From an optimization exercise on the open Yosys and OpenROAD flow, aimed at small area and few clock cycles; shortcuts taken in it are not production practice.
RTL that was checked went through simulation tests only; none was proved equivalent to the original.
No activity file was given, so power comes from the tool's default toggle rates.

==> trial 62 <==
## sponge_engine
module sponge_engine (
    input  wire          clk,
    input  wire          rst,
    input  wire          cmd_valid,
    output wire          cmd_ready,
    input  wire [31:0]   cmd_hdr,
    input  wire          din_valid,
    output wire          din_ready,
    input  wire [126:0]  din_data,
    output wire          rsp_valid,
    input  wire          rsp_ready,
    output wire [31:0]   rsp_word,
    output wire          dout_valid,
    input  wire          dout_ready,
    output wire [126:0]  dout_data,
    output wire          dout_last,
    output wire          preq_valid,
    input  wire          preq_ready,
    output wire [507:0]  preq_state,
    input  wire          prsp_valid,
    output wire          prsp_ready,
    input  wire [507:0]  prsp_state,
    output wire          st_busy,
    output wire [2:0]    st_fault,
    output wire [4:0]    st_io_count,
    output wire [4:0]    st_pattern_len,
    output wire [5:0]    st_out_len
);
    localparam FB = 127;
    localparam [2:0] IDLE = 3'd0,
                     ABS  = 3'd1,    
                     SQZ  = 3'd2,    
                     STP  = 3'd3,    
                     STT  = 3'd4,    
                     DRN  = 3'd5,    
                     RSP  = 3'd6,    
                     DOUT = 3'd7;    
    localparam [1:0] P_NONE = 2'd0, P_REQ = 2'd1, P_WAIT = 2'd2;
    localparam [1:0] OP_START = 2'd0, OP_ABSORB = 2'd1, OP_SQUEEZE = 2'd2, OP_FINISH = 2'd3;
    reg [3:0]    cnt;            
    reg [FB-1:0] lane0, lane1, lane2, lane3;
    reg [16*16-1:0] pr;          
    reg [3:0]    pphase;
    reg [1:0]    ophase;         
    reg [32*FB-1:0] ob;          
    reg [4:0]    pattern_len;
    reg [4:0]    io_count;
    reg [1:0]    absorb_pos;
    reg [1:0]    squeeze_pos;
    reg [5:0]    out_len;
    reg [2:0]    fault;
    reg [2:0]    phase;
    reg [1:0]    pst;
    reg [1:0]    cur_op;
    reg [2:0]    status;
    reg [16:0]   rem;            
    reg [3:0]    pnext;          
    reg          bad;            
    reg [1:0]    nb;             
    reg [5:0]    rsq;            
    reg [5:0]    ne;             
    reg [5:0]    eb;             
    reg [3:1]    wp;             
    reg [5:0]    dn;             
    reg          dv;             
    reg [FB-1:0] dreg;
    wire idle = (phase == IDLE);
    wire [1:0]  h_op   = cmd_hdr[1:0];
    wire [15:0] h_len  = cmd_hdr[23:8];
  ...
Settings: LEC_CHECK=0, CAP_MARGIN=20, CORE_MARGIN=2, CORE_UTILIZATION=40, SLEW_MARGIN=20; clock period 14.0 ns.
standard.sh (not shown) runs the stock make flow with config.mk's settings and CLKGATE_MAP_FILE= SYNTH_SCRIPT=/design/flow/synth_recipe.tcl, a recipe that flattens the netlist after the stock synthesis.
==> flow/flow/run.sh <==
#!/bin/bash
# Layout flow: the standard flow with buf_1 port buffers and a lighter clock tree.
set -e
export BUFFER_PORTS_ARGS="-buffer_cell sky130_fd_sc_hd__buf_1"
export CTS_ARGS="-sink_clustering_enable -repair_clock_nets -dont_use_dummy_load -buf_list sky130_fd_sc_hd__clkbuf_8 -sink_clustering_size 16 -sink_clustering_max_diameter 60"
bash standard.sh > standard.log 2>&1
==> inputs of trial 45, as changes to trial 62 <==
--- a/flow/design.v
+++ b/flow/design.v
@@ -102,81 +102,76 @@
     wire m1 = wp[1] && (ent1[1:0] == orho);
     wire m2 = wp[2] && (ent2[1:0] == orho);
     wire m3 = wp[3] && (ent3[1:0] == orho);
     wire wr = m1 | m2 | m3;
     wire [4:0] went = m1 ? ent1[4:0] : m2 ? ent2[4:0] : ent3[4:0];
     wire [FB-1:0] wdat = ({FB{m1}} & lane1) | ({FB{m2}} & lane2) | ({FB{m3}} & lane3);
     wire [3:1] wp_left = wp & ~{m3, m2, m1};
-    assign prsp_ready = !rst && (pst == P_WAIT) && ((phase != SQZ) || (wp_left == 3'd0));
+    wire   prsp_take  = (pst == P_WAIT) && ((phase != SQZ) || (wp_left == 3'd0));
+    assign prsp_ready = !rst && prsp_take;
     wire   prsp_fire  = prsp_valid && prsp_ready;
+    wire   prsp_in    = prsp_valid && prsp_take;
     wire abs_req   = (phase == ABS) && (pst == P_REQ);
     wire abs_wait  = (phase == ABS) && (pst == P_WAIT);
     wire abs_free  = (phase == ABS) && (pst == P_NONE);
     wire pat_align = (cnt == pnext);
     wire abs_rdy = rem_nz && ((abs_free && (absorb_pos != 2'd3)) ||
                               (abs_req && preq_ready) ||
                               (abs_wait && (nb != 2'd3)));
     assign din_ready = !rst && (abs_rdy ||
                          (rem_nz && ((phase == DRN) || (phase == STT))) ||
                          ((phase == STP) && pat_align));
     wire   din_fire  = din_valid && din_ready;
-    wire   abs_fire  = din_valid && abs_rdy;    
     assign rsp_valid = !rst && (phase == RSP);
     wire   rsp_fire  = rsp_valid && rsp_ready;
     assign dout_valid = !rst && (phase == DOUT) && dv;
     wire   dout_fire  = dout_valid && dout_ready;
     wire sq_good = (cur_op == OP_SQUEEZE) && (status == 3'd0);
     assign rsp_word  = {6'd0, cur_op, (sq_good ? {10'd0, out_len} : 16'd0), 5'd0, status};
     assign dout_data = dreg;
     assign dout_last = (dn == out_len);
     assign st_busy        = !idle;
     assign st_fault       = fault;
     assign st_io_count    = io_count;
     assign st_pattern_len = pattern_len;
     assign st_out_len     = out_len;
     reg  clr_q;
-    wire clr = rst || clr_q;
+    wire clr = clr_q;
     wire [1:0] apos = absorb_pos;
-    wire add_now = abs_free && abs_fire;
-    wire park_req  = abs_req && abs_fire;                   
-    wire park_wait = abs_wait && abs_fire && !prsp_fire;    
-    wire comb      = prsp_fire;                             
-    reg [3:1] xl, xp, yl, yd;
+    wire add_now = abs_free && din_valid && rem_nz && (absorb_pos != 2'd3);
+    wire park_req  = abs_req && din_valid && rem_nz && preq_ready;    
+    wire wait_in   = abs_wait && din_valid && rem_nz && (nb != 2'd3);
+    wire park_wait = wait_in && !prsp_in;                            
+    wire comb      = prsp_in;                               
+    reg [3:1] sel_f, sel_w, sel_c;
     integer k;
     always @* begin
         for (k = 1; k <= 3; k = k + 1) begin
-            xl[k] = 1'b1; xp[k] = 1'b0; yl[k] = 1'b0; yd[k] = 1'b0;
-            if (clr) begin
-                xl[k] = 1'b0;
-            end else if (comb) begin
-                xl[k] = 1'b0; xp[k] = 1'b1;
-                if (phase == ABS) begin
-                    if (k <= nb) yl[k] = 1'b1;
-                    else if ((k == nb + 1) && abs_fire) yd[k] = 1'b1;
-                end
-            end else if (add_now) begin
-                if (k == apos + 1) yd[k] = 1'b1;
-            end else if (park_req) begin
-                if (k == 1) begin xl[k] = 1'b0; yd[k] = 1'b1; end
-            end else if (park_wait) begin
-                if (k == nb + 1) begin xl[k] = 1'b0; yd[k] = 1'b1; end
-            end
+            sel_f[k] = abs_free && rem_nz && (absorb_pos == k - 1);   
+            sel_w[k] = abs_wait && rem_nz && (nb == k - 1);           
+            sel_c[k] = abs_wait && (nb >= k);                         
         end
     end
+    wire       sel_r = abs_req && rem_nz;                             
+    wire [3:1] park  = {3{din_valid}} & (sel_w | {2'b00, sel_r && preq_ready});
+    wire [3:1] xl = {3{!clr && !comb}} & ~park;
+    wire [3:1] xp = {3{!clr && comb}};
+    wire [3:1] yl = {3{!clr && comb}} & sel_c;
+    wire [3:1] yd = {3{!clr && din_valid}} & (sel_f | sel_w | {2'b00, sel_r && preq_ready});
     wire [FB-1:0] x1 = ({FB{xl[1]}} & lane1) | ({FB{xp[1]}} & prsp_state[2*FB-1:FB]);
     wire [FB-1:0] x2 = ({FB{xl[2]}} & lane2) | ({FB{xp[2]}} & prsp_state[3*FB-1:2*FB]);
     wire [FB-1:0] x3 = ({FB{xl[3]}} & lane3) | ({FB{xp[3]}} & prsp_state[4*FB-1:3*FB]);
     wire [FB-1:0] y1 = ({FB{yl[1]}} & lane1) | ({FB{yd[1]}} & din_data);
     wire [FB-1:0] y2 = ({FB{yl[2]}} & lane2) | ({FB{yd[2]}} & din_data);
     wire [FB-1:0] y3 = ({FB{yl[3]}} & lane3) | ({FB{yd[3]}} & din_data);
     wire [FB-1:0] s1, s2, s3;
     sponge_madd u_add1 (.a(x1), .b(y1), .s(s1));
     sponge_madd u_add2 (.a(x2), .b(y2), .s(s2));
-    sponge_madd u_add3 (.a(x3), .b(y3), .s(s3));
-    assign preq_state = {(creq ? s3 : lane3), lane2, lane1, lane0};
+    sponge_madd #(.BW(4)) u_add3 (.a(x3), .b(y3), .s(s3));
+    assign preq_state = {s3, lane2, lane1, lane0};
     wire l0_tag  = (phase == STT) && din_fire && !bad;
     always @(posedge clk) begin
         if (comb || l0_tag) lane0 <= l0_tag ? din_data : prsp_state[FB-1:0];
         lane1 <= s1;
         lane2 <= s2;
         lane3 <= s3;
     end
@@ -401,22 +396,23 @@
                     end
                     if (dout_fire && (dn == out_len) && !dload) phase <= IDLE;
                 end
             endcase
         end
     end
 endmodule
-module sponge_madd (
+module sponge_madd #(
+    parameter BW = 8                
+) (
     input  wire [126:0] a,
     input  wire [126:0] b,
     output wire [126:0] s
 );
     localparam N  = 127;
-    localparam BW = 8;
-    localparam NB = 16;
+    localparam NB = (N + BW - 1) / BW;
     wire [N-1:0] p = a ^ b;
     wire [N-1:0] g = a & b;
     wire [N:0] cz;
     wire [N:0] c;
     wire [NB-1:0] bg, bp;
     wire [NB:0]   bcz;       
     wire [NB:0]   bpp;       
@@ -435,20 +431,37 @@
             assign bp[j] = &p[HI:LO];
             assign c[LO] = bcin[j];
             for (i = LO; i <= HI; i = i + 1) begin : bit_c
                 if (i < HI) assign c[i+1] = g[i] | (p[i] & c[i]);
                 assign s[i] = p[i] ^ c[i];
             end
         end
-        assign bcz[0] = 1'b0;
-        assign bpp[0] = 1'b1;
+        wire [NB/4-1:0] sg, sp;
+        wire [NB/4:0]   scz, spp;
+        for (j = 0; j < NB/4; j = j + 1) begin : sgrp
+            assign sg[j] = bg[4*j+3] | (bp[4*j+3] & (bg[4*j+2] | (bp[4*j+2] & (bg[4*j+1] | (bp[4*j+1] & bg[4*j])))));
+            assign sp[j] = &bp[4*j+3:4*j];
+        end
+        assign scz[0] = 1'b0;
+        assign spp[0] = 1'b1;
+        for (j = 0; j < NB/4; j = j + 1) begin : schain
+            assign scz[j+1] = sg[j] | (sp[j] & scz[j]);
+            assign spp[j+1] = spp[j] & sp[j];
+        end
         for (j = 0; j < NB; j = j + 1) begin : bchain
-            assign bcz[j+1] = bg[j] | (bp[j] & bcz[j]);
-            assign bpp[j+1] = bpp[j] & bp[j];
+            if (j % 4 == 0) begin : b0
+                assign bcz[j] = scz[j/4];
+                assign bpp[j] = spp[j/4];
+            end else begin : bn
+                assign bcz[j] = bg[j-1] | (bp[j-1] & bcz[j-1]);
+                assign bpp[j] = bpp[j-1] & bp[j-1];
+            end
         end
+        assign bcz[NB] = scz[NB/4];
+        assign bpp[NB] = spp[NB/4];
         assign cin = bcz[NB] | bpp[NB];
         for (j = 0; j < NB; j = j + 1) begin : bcin_g
             assign bcin[j] = bcz[j] | (cin & bpp[j]);
         end
     endgenerate
     assign c[N] = 1'b0;
     assign cz[N] = 1'b0;
==> flow/flow/run.sh (replaced) <==
#!/bin/bash
# Layout flow: the standard flow with buf_1 port buffers and a lighter clock tree.
set -e
export BUFFER_PORTS_ARGS="-buffer_cell sky130_fd_sc_hd__buf_1"
export CTS_ARGS="-sink_clustering_enable -repair_clock_nets -dont_use_dummy_load -buf_list {sky130_fd_sc_hd__clkbuf_4 sky130_fd_sc_hd__clkbuf_8} -sink_clustering_size 14 -sink_clustering_max_diameter 60"
bash standard.sh > standard.log 2>&1
==> inputs of build 51, as changes to trial 62 <==
--- a/flow/design.v
+++ b/flow/design.v
@@ -102,60 +102,62 @@
     wire m1 = wp[1] && (ent1[1:0] == orho);
     wire m2 = wp[2] && (ent2[1:0] == orho);
     wire m3 = wp[3] && (ent3[1:0] == orho);
     wire wr = m1 | m2 | m3;
     wire [4:0] went = m1 ? ent1[4:0] : m2 ? ent2[4:0] : ent3[4:0];
     wire [FB-1:0] wdat = ({FB{m1}} & lane1) | ({FB{m2}} & lane2) | ({FB{m3}} & lane3);
     wire [3:1] wp_left = wp & ~{m3, m2, m1};
-    assign prsp_ready = !rst && (pst == P_WAIT) && ((phase != SQZ) || (wp_left == 3'd0));
+    wire   prsp_take  = (pst == P_WAIT) && ((phase != SQZ) || (wp_left == 3'd0));
+    assign prsp_ready = !rst && prsp_take;
     wire   prsp_fire  = prsp_valid && prsp_ready;
+    wire   prsp_in    = prsp_valid && prsp_take;
     wire abs_req   = (phase == ABS) && (pst == P_REQ);
     wire abs_wait  = (phase == ABS) && (pst == P_WAIT);
     wire abs_free  = (phase == ABS) && (pst == P_NONE);
     wire pat_align = (cnt == pnext);
     wire abs_rdy = rem_nz && ((abs_free && (absorb_pos != 2'd3)) ||
                               (abs_req && preq_ready) ||
                               (abs_wait && (nb != 2'd3)));
     assign din_ready = !rst && (abs_rdy ||
                          (rem_nz && ((phase == DRN) || (phase == STT))) ||
                          ((phase == STP) && pat_align));
     wire   din_fire  = din_valid && din_ready;
-    wire   abs_fire  = din_valid && abs_rdy;    
     assign rsp_valid = !rst && (phase == RSP);
     wire   rsp_fire  = rsp_valid && rsp_ready;
     assign dout_valid = !rst && (phase == DOUT) && dv;
     wire   dout_fire  = dout_valid && dout_ready;
     wire sq_good = (cur_op == OP_SQUEEZE) && (status == 3'd0);
     assign rsp_word  = {6'd0, cur_op, (sq_good ? {10'd0, out_len} : 16'd0), 5'd0, status};
     assign dout_data = dreg;
     assign dout_last = (dn == out_len);
     assign st_busy        = !idle;
     assign st_fault       = fault;
     assign st_io_count    = io_count;
     assign st_pattern_len = pattern_len;
     assign st_out_len     = out_len;
     reg  clr_q;
-    wire clr = rst || clr_q;
+    wire clr = clr_q;
     wire [1:0] apos = absorb_pos;
-    wire add_now = abs_free && abs_fire;
-    wire park_req  = abs_req && abs_fire;                   
-    wire park_wait = abs_wait && abs_fire && !prsp_fire;    
-    wire comb      = prsp_fire;                             
+    wire add_now = abs_free && din_valid && rem_nz && (absorb_pos != 2'd3);
+    wire park_req  = abs_req && din_valid && rem_nz && preq_ready;    
+    wire wait_in   = abs_wait && din_valid && rem_nz && (nb != 2'd3);
+    wire park_wait = wait_in && !prsp_in;                            
+    wire comb      = prsp_in;                               
     reg [3:1] xl, xp, yl, yd;
     integer k;
     always @* begin
         for (k = 1; k <= 3; k = k + 1) begin
             xl[k] = 1'b1; xp[k] = 1'b0; yl[k] = 1'b0; yd[k] = 1'b0;
             if (clr) begin
                 xl[k] = 1'b0;
             end else if (comb) begin
                 xl[k] = 1'b0; xp[k] = 1'b1;
                 if (phase == ABS) begin
                     if (k <= nb) yl[k] = 1'b1;
-                    else if ((k == nb + 1) && abs_fire) yd[k] = 1'b1;
+                    else if ((k == nb + 1) && wait_in) yd[k] = 1'b1;
                 end
             end else if (add_now) begin
                 if (k == apos + 1) yd[k] = 1'b1;
             end else if (park_req) begin
                 if (k == 1) begin xl[k] = 1'b0; yd[k] = 1'b1; end
             end else if (park_wait) begin
                 if (k == nb + 1) begin xl[k] = 1'b0; yd[k] = 1'b1; end
@@ -167,16 +169,16 @@
     wire [FB-1:0] x3 = ({FB{xl[3]}} & lane3) | ({FB{xp[3]}} & prsp_state[4*FB-1:3*FB]);
     wire [FB-1:0] y1 = ({FB{yl[1]}} & lane1) | ({FB{yd[1]}} & din_data);
     wire [FB-1:0] y2 = ({FB{yl[2]}} & lane2) | ({FB{yd[2]}} & din_data);
     wire [FB-1:0] y3 = ({FB{yl[3]}} & lane3) | ({FB{yd[3]}} & din_data);
     wire [FB-1:0] s1, s2, s3;
     sponge_madd u_add1 (.a(x1), .b(y1), .s(s1));
     sponge_madd u_add2 (.a(x2), .b(y2), .s(s2));
-    sponge_madd u_add3 (.a(x3), .b(y3), .s(s3));
-    assign preq_state = {(creq ? s3 : lane3), lane2, lane1, lane0};
+    sponge_madd #(.BW(4)) u_add3 (.a(x3), .b(y3), .s(s3));
+    assign preq_state = {s3, lane2, lane1, lane0};
     wire l0_tag  = (phase == STT) && din_fire && !bad;
     always @(posedge clk) begin
         if (comb || l0_tag) lane0 <= l0_tag ? din_data : prsp_state[FB-1:0];
         lane1 <= s1;
         lane2 <= s2;
         lane3 <= s3;
     end
@@ -401,22 +403,23 @@
                     end
                     if (dout_fire && (dn == out_len) && !dload) phase <= IDLE;
                 end
             endcase
         end
     end
 endmodule
-module sponge_madd (
+module sponge_madd #(
+    parameter BW = 8                
+) (
     input  wire [126:0] a,
     input  wire [126:0] b,
     output wire [126:0] s
 );
     localparam N  = 127;
-    localparam BW = 8;
-    localparam NB = 16;
+    localparam NB = (N + BW - 1) / BW;
     wire [N-1:0] p = a ^ b;
     wire [N-1:0] g = a & b;
     wire [N:0] cz;
     wire [N:0] c;
     wire [NB-1:0] bg, bp;
     wire [NB:0]   bcz;       
     wire [NB:0]   bpp;       
@@ -435,20 +438,37 @@
             assign bp[j] = &p[HI:LO];
             assign c[LO] = bcin[j];
             for (i = LO; i <= HI; i = i + 1) begin : bit_c
                 if (i < HI) assign c[i+1] = g[i] | (p[i] & c[i]);
                 assign s[i] = p[i] ^ c[i];
             end
         end
-        assign bcz[0] = 1'b0;
-        assign bpp[0] = 1'b1;
+        wire [NB/4-1:0] sg, sp;
+        wire [NB/4:0]   scz, spp;
+        for (j = 0; j < NB/4; j = j + 1) begin : sgrp
+            assign sg[j] = bg[4*j+3] | (bp[4*j+3] & (bg[4*j+2] | (bp[4*j+2] & (bg[4*j+1] | (bp[4*j+1] & bg[4*j])))));
+            assign sp[j] = &bp[4*j+3:4*j];
+        end
+        assign scz[0] = 1'b0;
+        assign spp[0] = 1'b1;
+        for (j = 0; j < NB/4; j = j + 1) begin : schain
+            assign scz[j+1] = sg[j] | (sp[j] & scz[j]);
+            assign spp[j+1] = spp[j] & sp[j];
+        end
         for (j = 0; j < NB; j = j + 1) begin : bchain
-            assign bcz[j+1] = bg[j] | (bp[j] & bcz[j]);
-            assign bpp[j+1] = bpp[j] & bp[j];
+            if (j % 4 == 0) begin : b0
+                assign bcz[j] = scz[j/4];
+                assign bpp[j] = spp[j/4];
+            end else begin : bn
+                assign bcz[j] = bg[j-1] | (bp[j-1] & bcz[j-1]);
+                assign bpp[j] = bpp[j-1] & bp[j-1];
+            end
         end
+        assign bcz[NB] = scz[NB/4];
+        assign bpp[NB] = spp[NB/4];
         assign cin = bcz[NB] | bpp[NB];
         for (j = 0; j < NB; j = j + 1) begin : bcin_g
             assign bcin[j] = bcz[j] | (cin & bpp[j]);
         end
     endgenerate
     assign c[N] = 1'b0;
     assign cz[N] = 1'b0;
==> flow/flow/run.sh (replaced) <==
#!/bin/bash
# Layout flow: the standard flow with buf_1 port buffers and a lighter clock tree.
set -e
export BUFFER_PORTS_ARGS="-buffer_cell sky130_fd_sc_hd__buf_1"
export CTS_ARGS="-sink_clustering_enable -repair_clock_nets -dont_use_dummy_load -buf_list sky130_fd_sc_hd__clkbuf_4 -sink_clustering_size 10 -sink_clustering_max_diameter 40"
bash standard.sh > standard.log 2>&1
Settings changed: CAP_MARGIN 20 to 10, SLEW_MARGIN 20 to 10.
==> summary.txt <==
- In trial 62 the worst hold slack is higher than in build 51, by 0.038 ns.
- Maximum frequency, highest first: build 51, trial 45, trial 62.
- Against trial 62, the via count of trial 45 is smaller by 0.80%.
- In build 51 the total power is larger than in trial 62, by 26%.
- Trial 62 went through all stages and came out clean. Build 51 finished clean. Trial 45 finished clean.
- In build 51 the setup slack is higher than in trial 45, by 0.090 ns.
- Design area: build 51 < trial 45 < trial 62.
- First-iteration DRC count, lowest first: build 51, trial 62, trial 45.
- Sequential power is about the same in build 51 and trial 45.
- Critical path depth, highest first: trial 62, build 51, trial 45.
Testbench counts of build 51, summed over its fixed seeds: cycles 10,061.
For trial 62 and trial 45, only the layout was checked, not whether the RTL still works.

## separate check: timing with driven ports
In the flow no input, the clock included, has a driving cell. The finished layouts below were timed again as built, in two steps.
Step 1, drivers: a clkbuf_16 drives clk and a buf_2 each remaining input, both assumed.
Step 2, shift: input delay + t, output delay - t, t = (earliest + latest rising clock arrival at the registers) / 2. This alone moves slack from input paths to output paths.
a / b / c = no drivers / after step 1 / after step 2; a / b = the first two.
run	shift t [ns]	slack for setup (ns)	hold slack, ns	slew at the worst register clock pin (ns)
trial 62	1.198	0.204 / 0.154 / 0.154	0.213 / 0.213 / 0.213	0.11 / 0.11
trial 45	1.230	0.237 / 0.201 / 0.201	0.217 / 0.217 / 0.217	0.10 / 0.10
build 51	1.726	0.327 / 0.198 / 0.353	0.174 / 0.174 / 0.174	0.11 / 0.11
After both steps every run listed still meets setup and hold. The setup slack of trial 62, which loses most, moves by -0.050 ns with the drivers and by -0.050 ns with both steps.
